What follows belongs to an exercise in optimizing a design on an open flow for small area; a production flow would make more cautious choices. In this exercise RTL edits were held to simulation tests only and were not proved equivalent to the original. No activity file was given, so power comes from the tool's default toggle rates.

==> design.v <==
module twi_engine (
    input  wire       clk,
    input  wire       rst,
    input  wire       cmd_valid,
    input  wire [7:0] cmd_data,
    output wire       cmd_ready,
    output wire       rsp_valid,
    output reg  [7:0] rsp_data,
    input  wire       rsp_ready,
    output reg        scl_oe,
    output reg        sda_oe,
    input  wire       sda_i
);
    localparam [3:0] O_TWINIT   = 4'b0000;
    localparam [3:0] O_START    = 4'b0001;
    localparam [3:0] O_WRITE    = 4'b0010;
    localparam [3:0] O_READ     = 4'b0011;
    localparam [3:0] O_STOP     = 4'b0110;
    localparam [3:0] O_WRREG    = 4'b0100;
    localparam [3:0] O_RDREG    = 4'b0101;
    localparam [3:0] O_EERD     = 4'b1000;
    localparam [3:0] O_EEWR     = 4'b1001;
    localparam [3:0] O_EEGETCUR = 4'b1010;
    localparam [3:0] O_EESETCUR = 4'b1011;
    localparam [3:0] O_TOBCD    = 4'b1100;
    localparam [3:0] O_FROMBCD  = 4'b1101;
    localparam [3:0] F_END  = 4'b0000;
    localparam [3:0] F_DIV  = 4'b0001;
    localparam [3:0] F_ELO  = 4'b0010;    
    localparam [3:0] F_EHI  = 4'b0011;    
    localparam [3:0] F_S1   = 4'b0100;    
    localparam [3:0] F_S2   = 4'b0101;    
    localparam [3:0] F_P    = 4'b0110;    
    localparam [3:0] F_WD   = 4'b1000;    
    localparam [3:0] F_RD   = 4'b1001;    
    localparam [3:0] F_W0   = 4'b1010;    
    localparam [3:0] F_WR   = 4'b1011;    
    localparam [3:0] F_SLAW = 4'b1100;    
    localparam [3:0] F_SLAR = 4'b1101;    
    localparam [2:0] C_OPC   = 3'b100;
    localparam [2:0] C_ARG   = 3'b101;
    localparam [2:0] C_ISSUE = 3'b000;
    localparam [2:0] C_WAIT  = 3'b001;
    localparam [2:0] C_RSP   = 3'b010;
    localparam [1:0] PH_IDLE = 2'd0;
    localparam [1:0] PH_ADDR = 2'd1;
    localparam [1:0] PH_MT   = 2'd2;
    localparam [1:0] PH_MR   = 2'd3;
    localparam [2:0] B_IDLE  = 3'd0;
    localparam [2:0] B_START = 3'd1;
    localparam [2:0] B_FRAME = 3'd2;
    localparam [2:0] B_STOP  = 3'd3;
    localparam [2:0] B_DIV   = 3'd4;
    reg [2:0]  cstate;
    reg [3:0]  opc;
    reg [1:0]  argi;
    reg [3:0]  fph;       
    reg        round;     
    reg [1:0]  ph;
    reg        flag;      
    reg [7:0]  a1;
    reg [23:0] dq;
    reg [2:0]  bst;
    reg [8:0]  cnt;
    reg [4:0]  hc;        
    reg [8:0]  hlen;      
    reg [9:0]  rem;
    reg [1:0]  sync;
    reg        ack;
    assign cmd_ready = cstate[2];
    assign rsp_valid = cstate[1];
    wire [3:0] cmd_code = {cmd_data[5], cmd_data[4] | cmd_data[2],
                           cmd_data[1] | cmd_data[2], cmd_data[0]};
    function [1:0] last_arg;    
        input [3:0] o;
        begin
            case (o)
                O_TWINIT:   last_arg = 2'd1;
                O_WRREG:    last_arg = 2'd2;
                O_RDREG:    last_arg = 2'd1;
                O_EERD:     last_arg = 2'd2;
                O_EEWR:     last_arg = 2'd3;
                O_EESETCUR: last_arg = 2'd2;
                default:    last_arg = 2'd0;
            endcase
        end
    endfunction
    wire f_man = (opc[3:2] == 2'b00) || (opc == O_STOP);       
    wire f_rd  = (opc == O_RDREG) || (opc == O_EERD) || (opc == O_EEGETCUR);
    wire f_two = (opc == O_EEGETCUR) || (opc == O_EESETCUR);
    wire f_td  = (opc == O_EESETCUR);
    function [3:0] init_phase;
        input [3:0] o;
        begin
            case (o)
                O_TWINIT:             init_phase = F_DIV;
                O_WRITE:              init_phase = F_WD;
                O_READ:               init_phase = F_RD;
                O_STOP:               init_phase = F_P;
                O_TOBCD, O_FROMBCD:   init_phase = F_ELO;
                default:              init_phase = F_S1;
            endcase
        end
    endfunction
    wire [1:0] argi_dec = argi - 2'd1;
    reg  [3:0] nph;
    always @(*) begin
        case (fph)
            F_S1:   nph = f_man ? F_ELO : F_SLAW;
            F_SLAW: nph = f_two ? F_W0 : F_WD;
            F_W0:   nph = F_WR;
            F_WR:   nph = f_td ? F_WD : (f_rd ? F_S2 : F_P);
            F_WD:   nph = f_man ? F_ELO :
                          (!f_two && argi_dec != 2'd1) ? F_WD :
                          (f_rd ? F_S2 : F_P);
            F_S2:   nph = F_SLAR;
            F_SLAR: nph = F_RD;
            F_RD:   nph = f_man ? F_ELO : F_P;
            F_P:    nph = (f_two && !round) ? F_S1 :
                          f_rd ? (f_two ? F_EHI : F_ELO) : F_END;
            F_EHI:  nph = F_ELO;
            default: nph = F_END;    
        endcase
    end
    wire mk_frame = fph[3];
    wire reading  = (fph == F_RD);
    wire mk_wd    = (fph == F_WD);
    wire mk_start = (fph == F_S1) || (fph == F_S2);
    wire mk_stop  = (fph == F_P);
    wire mk_div   = (fph == F_DIV);
    wire mk_emit  = (fph == F_ELO) || (fph == F_EHI);
    wire mk_end   = (fph == F_END);
    wire ack_out  = (opc == O_READ) & a1[0];
    wire [3:0] bitn     = hc[4:1];
    wire       half_end = (cnt == hlen);
    wire       at4      = (cnt == 9'd5);
    wire       sda_in   = sync[1];
    wire       bidle    = (bst == B_IDLE);
    reg fbit;
    always @(*) begin
        case (fph)
            F_SLAW:  fbit = (bitn[2:0] == 3'd7) ? 1'b0 : a1[3'd6 - bitn[2:0]];
            F_SLAR:  fbit = (bitn[2:0] == 3'd7) ? 1'b1 : a1[3'd6 - bitn[2:0]];
            F_WR:    fbit = (bitn[2:0] == 3'd7) & round;
            F_W0:    fbit = 1'b0;
            default: fbit = dq[23];
        endcase
    end
    wire go = (cstate == C_ISSUE) && bidle && !mk_end && !mk_emit;
    wire [9:0]  divisor = {a1[1:0], dq[23:16]};
    reg         dbit;
    always @(*) begin
        case (cnt[4:0])
            5'd3, 5'd4, 5'd5, 5'd6, 5'd7, 5'd9: dbit = 1'b1;
            default: dbit = 1'b0;
        endcase
    end
    wire [9:0]  rem_in    = (cnt[4:0] == 5'd1) ? 10'd0 : rem;
    wire [10:0] rem_shift = {rem_in, dbit};
    wire [11:0] rem_sub   = {1'b0, rem_shift} - {2'b0, divisor};
    wire        qbit      = ~rem_sub[11];
    always @(posedge clk) begin
        rem  <= qbit ? rem_sub[9:0] : rem_shift[9:0];
        sync <= {sync[0], sda_i};
    end
    always @(posedge clk) begin
        if (rst) begin
            bst    <= B_IDLE;
            scl_oe <= 1'b0;
            sda_oe <= 1'b0;
        end else begin
            case (bst)
                B_IDLE: begin
                    if (go) begin
                        cnt <= 9'd1;
                        hc  <= 5'd0;
                        if (mk_start)     bst <= B_START;
                        else if (mk_stop) bst <= B_STOP;
                        else if (mk_div)  bst <= B_DIV;
                        else              bst <= B_FRAME;
                    end
                end
                B_DIV: begin
                    cnt <= cnt + 9'd1;
                    if (cnt[4])
                        bst <= B_IDLE;
                    else
                        hlen <= {hlen[7:0], qbit};
                end
                B_START: begin
                    if (hc == 5'd0 && at4)
                        sda_oe <= 1'b0;
                    if (half_end) begin
                        cnt <= 9'd1;
                        hc  <= hc + 5'd1;
                        case (hc[1:0])
                            2'd0: scl_oe <= 1'b0;
                            2'd1: sda_oe <= 1'b1;
                            2'd2: scl_oe <= 1'b1;
                            default: bst <= B_IDLE;
                        endcase
                    end else begin
                        cnt <= cnt + 9'd1;
                    end
                end
                B_FRAME: begin
                    if (!hc[0] && at4) begin
                        if (bitn[3])
                            sda_oe <= reading ? ack_out : 1'b0;
                        else
                            sda_oe <= reading ? 1'b0 : ~fbit;
                    end
                    if (half_end) begin
                        cnt <= 9'd1;
                        if (!hc[0]) begin
                            hc     <= hc + 5'd1;
                            scl_oe <= 1'b0;
                        end else begin
                            scl_oe <= 1'b1;
                            if (bitn[3]) begin
                                ack <= ~sda_in;
                                bst <= B_IDLE;
                            end else begin
                                hc <= hc + 5'd1;
                                if (reading || mk_wd)
                                    dq <= {dq[22:0], sda_in};
                            end
                        end
                    end else begin
                        cnt <= cnt + 9'd1;
                    end
                end
                B_STOP: begin
                    if (hc == 5'd0 && at4)
                        sda_oe <= 1'b1;
                    if (half_end) begin
                        cnt <= 9'd1;
                        hc  <= hc + 5'd1;
                        case (hc[1:0])
                            2'd0: scl_oe <= 1'b0;
                            2'd1: sda_oe <= 1'b0;
                            default: bst <= B_IDLE;
                        endcase
                    end else begin
                        cnt <= cnt + 9'd1;
                    end
                end
                default: bst <= B_IDLE;
            endcase
            if (cstate == C_ARG && cmd_valid) begin
                case (argi)
                    2'd0: begin
                        a1 <= cmd_data;
                        if (opc == O_WRITE) dq[23:16] <= cmd_data;
                    end
                    2'd1: dq[23:16] <= cmd_data;
                    2'd2: dq[15:8]  <= cmd_data;
                    default: dq[7:0] <= cmd_data;
                endcase
            end
        end
    end
    always @(posedge clk) begin
        if (rst) begin
            cstate <= C_OPC;
            ph     <= PH_IDLE;
        end else begin
            case (cstate)
                C_OPC: begin
                    if (cmd_valid) begin
                        opc   <= cmd_code;
                        argi  <= 2'd0;
                        fph   <= init_phase(cmd_code);
                        round <= 1'b0;
                        if (cmd_code == O_START || cmd_code == O_STOP)
                            cstate <= C_ISSUE;
                        else
                            cstate <= C_ARG;
                    end
                end
                C_ARG: begin
                    if (cmd_valid) begin
                        argi <= argi + 2'd1;
                        if (argi == last_arg(opc))
                            cstate <= C_ISSUE;
                    end
                end
                C_ISSUE: begin
                    if (mk_end)
                        cstate <= C_OPC;
                    else if (mk_emit)
                        cstate <= C_RSP;
                    else if (mk_stop) begin
                        if (bidle) begin
                            ph  <= PH_IDLE;
                            fph <= nph;
                            if (f_two) round <= 1'b1;
                        end
                    end else if (bidle) begin
                        flag   <= mk_start ? (ph != PH_IDLE) : (ph == PH_ADDR);
                        cstate <= C_WAIT;
                    end
                end
                C_WAIT: begin
                    if (bidle) begin
                        if (mk_start)
                            ph <= PH_ADDR;
                        else if (flag && mk_frame && !reading)
                            ph <= (fph == F_SLAR || (mk_wd && a1[0]))
                                  ? PH_MR : PH_MT;
                        if (mk_wd) argi <= argi_dec;
                        fph    <= nph;
                        cstate <= C_ISSUE;
                    end
                end
                default: begin  
                    if (rsp_ready) begin
                        fph    <= nph;
                        cstate <= C_ISSUE;
                    end
                end
            endcase
        end
    end
    wire [7:0] bcd_tens  = a1 / 8'd10;
    wire [7:0] bcd_units = a1 % 8'd10;
    wire [7:0] to_bcd    = {bcd_tens[3:0], 4'd0} + bcd_units;
    wire [7:0] from_bcd  = a1[7:4] * 8'd10 + {4'd0, a1[3:0]};
    always @(*) begin
        case (opc)
            O_START: rsp_data = flag ? 8'h10 : 8'h08;
            O_WRITE: begin
                if (flag)
                    rsp_data = a1[0] ? (ack ? 8'h40 : 8'h48)
                                     : (ack ? 8'h18 : 8'h20);
                else
                    rsp_data = ack ? 8'h28 : 8'h30;
            end
            O_TOBCD:    rsp_data = to_bcd;
            O_FROMBCD:  rsp_data = from_bcd;
            O_EEGETCUR: rsp_data = fph[0] ? dq[15:8] : dq[7:0];
            default:    rsp_data = dq[7:0];
        endcase
    end
endmodule
==> run.sh <==
#!/bin/bash
# synth_recipe.tcl (not shown) runs the flow's synth.tcl, then flattens the netlist and writes it again
# the make line also repeats each setting of config.mk as NAME=value (left out here)
make -C /OpenROAD-flow-scripts/flow DESIGN_CONFIG=/design/flow/config.mk WORK_HOME=/design/flow/orfs CLKGATE_MAP_FILE= SYNTH_SCRIPT=/design/flow/synth_recipe.tcl finish
==> config.mk <==
export PLATFORM = sky130hd
export DESIGN_NAME = twi_engine
export DESIGN_NICKNAME = twi_engine
export VERILOG_FILES = /design/flow/design.v
export SDC_FILE = /design/flow/constraint.sdc
export NUM_CORES = 4
export LEC_CHECK = 0
export CAP_MARGIN = 20
export CORE_MARGIN = 2
export CORE_UTILIZATION = 40
export PLACE_DENSITY = 0.6
export SLEW_MARGIN = 20
==> constraint.sdc <==
create_clock -name core_clock -period 10.0 [get_ports {clk}]
set_input_delay 2.0000 -clock core_clock [delete_from_list [all_inputs] [get_ports {clk}]]
set_output_delay 2.0000 -clock core_clock [all_outputs]
set_load 0.01 [all_outputs]
==> results by group <==
Outcome
  • Status: no timing/DRC/antenna violations

Clock tree
  • Cts hold-fix bufs: 0
  • Root buffer cell: clkbuf_16
  • Postcts setup bufs: 0
  • Register clock-pin slew on the reported worst setup and hold paths: 0.07 ns
  • CTS tree: yes
  • PostCTS Resize Cnt: 0
  • Clock latency (worst-skew pair): about 0.35 ns
  • Clock Sinks: 90
  • CTS buffer count: 9
  • H-tree depth: 3
  • Longest Clk Path Bufs: 2

STA
  • Hold Worst Slack: between 0.3 and 0.4 ns
  • Min setup slack post-route: roughly 4.4 ns
  • Slew of the pin with the lowest slew margin: around 0.91 ns
  • Total negative slack: 0 ns
  • RSZ-0062 raised after global routing: no
  • Fmax: 179 MHz
  • Final Hold Violating Endpoints: 0
  • Clock skew: 0.0103 ns
  • Final setup viols: 0
  • Fin crit share: between 50% and 60%
  • Slew Limit Fails: 0
  • Final worst path period need: 5.57 ns
  • Slew headroom: around two fifths

Cells and area
  • Cell area after layout: roughly 0.0076 mm²
  • Share of cells above drive strength 1: 6.21%
  • Commonest non-fill, non-tap cells in the layout: nor2_1 (79), edfxtp_1 (68), a21oi_1 (59)
  • Area grow syn2layout: 8.75%
  • Antenna cells: 0
  • Nets@finish: 821
  • Final Instance Count excl. Fillers: approximately 1000
  • Commonest non-fill, non-tap cell in the layout: nor2_1

Detailed routing
  • Avg Vias per Cell: 5.79
  • Residual DRC count: 0
  • Starting DRC count in detailed routing: 420
  • DRT Wirelength: roughly 17000 µm
  • DR WL/cell: around 17 µm
  • Detail Route Antenna Nets: 0
  • Vias after detailed routing: approximately 5800
  • DRT Pass-1 Iters: 5

Logic synthesis
  • Mean area per synthesized cell: between 9 and 10 µm²
  • EDFF count, synth: a little under 70
  • Sequential area share after synthesis: 35.7%
  • Yosys warnings: 1
  • Area of the mapped netlist: ~0.0069 mm²
  • Synth area leaders: edfxtp_1 (29%), ha_1 (6.5%), dfxtp_1 (6.3%), mux2i_1 (4.8%), nor2_1 (4.3%)
  • Syn Inst Count: 770
  • Yosys top cell by area: edfxtp_1
  • Number of synthesized register bits: 90
  • Post-synth ARST share: 0%
  • Top FF cell, synth: edfxtp_1
  • Top cell type's share of synthesized area: between 20% and 30%
  • Synth cell types: between 70 and 80

Setup path
  • Setup Crit Path Kind: flip-flop to output port
  • Crit-path max FO: 26
  • Crit path capture type: output port
  • R2R setup slack: ~6.4 ns
  • Startpoint types: flip-flop
  • Crit path from: a1[7]$_DFFE_PP_
  • FF-to-FF End: rem[3]$_DFF_P_
  • CP arrival: 3.57 ns
  • Worst setup path end: rsp_data[7]
  • Worst R2R Start: cnt[1]$_DFFE_PP_
  • R2R depth: 14
  • Max stage delay cell, worst path: edfxtp_1
  • CP dominant cell by count: ha_1
  • CP peak stage delay: about 0.90 ns
  • Worst EP required: 8.00 ns
  • Crit-path cells: ha_1 -> ha_1 -> fa_1 -> nand3_1 -> o21ai_0 -> a22oi_1 -> a31oi_1 -> clkdlybuf4s50_1

Place
  • Placed Area: about 0.0073 mm²
  • Dpl ws: 4.82 ns
  • Gpl congestion: 0.898
  • Post-Place Cells: around 1000
  • IO Port Bufs: 24
  • Post-detail-place hpwl: ~13000 µm

Global route
  • First-pass GRT wire length: 27700 µm
  • Remaining global-route overflow: 0
  • Total GRT Usage: a little under a fifth
  • Initial antenna violation count: 0
  • Vias in the first global route: approximately 5400
  • Largest net degree at the start of global routing: 29

Floorplanning
  • Initial core utilization: 40.6%
  • Die area: between 0.015 and 0.02 mm²
  • CORE AREA: 0.0171 mm²
  • Ports: 25
  • Die H: 136 µm
  • Die width: around 140 µm
  • Row count: between 40 and 50

Power
  • IR drop worst, VDD: 92.8 µV
  • Lkg Pwr: 0.00268 µW
  • Power per standard cell area: between 150 and 200 mW/mm²

Hold path
  • Hold Path Class: flip-flop to flip-flop

Flow run
  • Max Cap Viol: 0
worst min path at each step:
stage                 endpoint  depth (start not counted)             from  slack, ns
4_1_cts        sync[1]$_DFF_P_                          0  sync[0]$_DFF_P_       0.34
5_1_grt        sync[1]$_DFF_P_                          0  sync[0]$_DFF_P_       0.35
6_report       sync[1]$_DFF_P_                          0  sync[0]$_DFF_P_       0.34
3_3_place_gp   sync[1]$_DFF_P_                          0  sync[0]$_DFF_P_       0.31
3_5_place_dp   sync[1]$_DFF_P_                          0  sync[0]$_DFF_P_       0.32
2_1_floorplan  sync[1]$_DFF_P_                          0  sync[0]$_DFF_P_       0.31
synthesized netlist by cell type, types with 13 or more instances:
library cell / n
dfxtp_1: 22
buf_2: 13
nor3_1: 23
clkbuf_1: 22
nand2b_1: 31
xnor2_1: 19
nand2_1: 58
nor2_1: 79
a21oi_1: 59
mux2i_1: 33
edfxtp_1: 68
nand3_1: 18
nor2b_1: 18
ha_1: 36
o21ai_0: 39
inv_1: 32
xor2_1: 19
logic make-up (layout without fill, tap and decap cells):
logic type	count (synthesis)	after routing	synth area share (%)
and+or+nand+nor	293	293	21.5
AOI/OAI and AO/OA	182	182	16.9
DFF	90	90	35.7
buffers and inverters	76	76	5.24
muxes	48	48	7.51
adders and majority gates	40	40	7.64
xor gates and xnor gates	40	40	5.42
other	1	4	0.0540
routing by layer:
metal	vias to the layer above	GRT usage (%)	wire length, µm
met5	-	0	0
met4	0	5.15	279
met3	28	2.84	798
met2	166	30.8	8100
met1	2782	26.0	7770
li1	2798	-	-
state kept, by name (all words and copies together), names as in the netlist, 3 cells and up:
name	cells
rem	10
bst	3
fph	4
opc	4
a1	8
dq	24
cstate	3
hlen	9
hc	5
cnt	9
critical path, delay by kind of cell (launching register included):
family | cells | cell delay (ns)
adders and majority gates | 3 | 1.14
DFF | 1 | 0.90
buffers and inverters | 1 | 0.56
AOI/OAI and AO/OA | 3 | 0.51
and+or+nand+nor | 1 | 0.10
final cells by class:
| type | instances | area, µm² |
|---|---|---|
| Sequential cell | 90 | 2480 |
| Multi-Input combinational cell | 607 | 4110 |
| Fill cell | 1671 | 9560 |
| Inverter | 33 | 124 |
| Clock buffer | 10 | 229 |
| Clock inverter | 6 | 63.8 |
| Timing Repair Buffer | 27 | 263 |
| Tap cell | 225 | 282 |
report_power, final:
group	leakage [µW]	internal, µW	total, µW	switching [µW]
clock	0.000141	194	340	145
combinational	0.00172	158	332	174
sequential	0.000820	448	487	38.9
per-stage QoR:
stage | utilization, % | power, µW
final | 44.1 | 1160
after global routing | 44.1 | 1230
after CTS | 44.1 | 1170
after global placement | 42.4 | 814
after detailed placement | 42.4 | 825
after floorplan | - | 747

==> static timing again, ports no longer ideal <==
In the flow no input, the clock included, has a driving cell. The finished layout below was timed again as built, in two steps.
Step 1 (the two cells are an assumption about what drives the block):
set clk [get_ports {clk}]
set_driving_cell -lib_cell sky130_fd_sc_hd__clkbuf_16 $clk
set_driving_cell -lib_cell sky130_fd_sc_hd__buf_2 [delete_from_list [all_inputs] $clk]
Step 2, shift: input delay + t, output delay - t, t = (earliest + latest rising clock arrival at the registers) / 2. This alone moves slack from input paths to output paths.
a / b / c = ideal / step 1 / step 2; a / b = the first two.
t (ns): 0.379
setup WS [ns]: 4.429 / 4.392 / 4.771
worst hold slack (ns): 0.338 / 0.338 / 0.338
clock arrival spread, ns: 0.010 / 0.010
pins driven straight from the clock port: 1
After both steps this run still meets setup and hold. For this run, drivers alone change the setup slack by -0.037 ns; drivers and shift together by +0.342 ns.
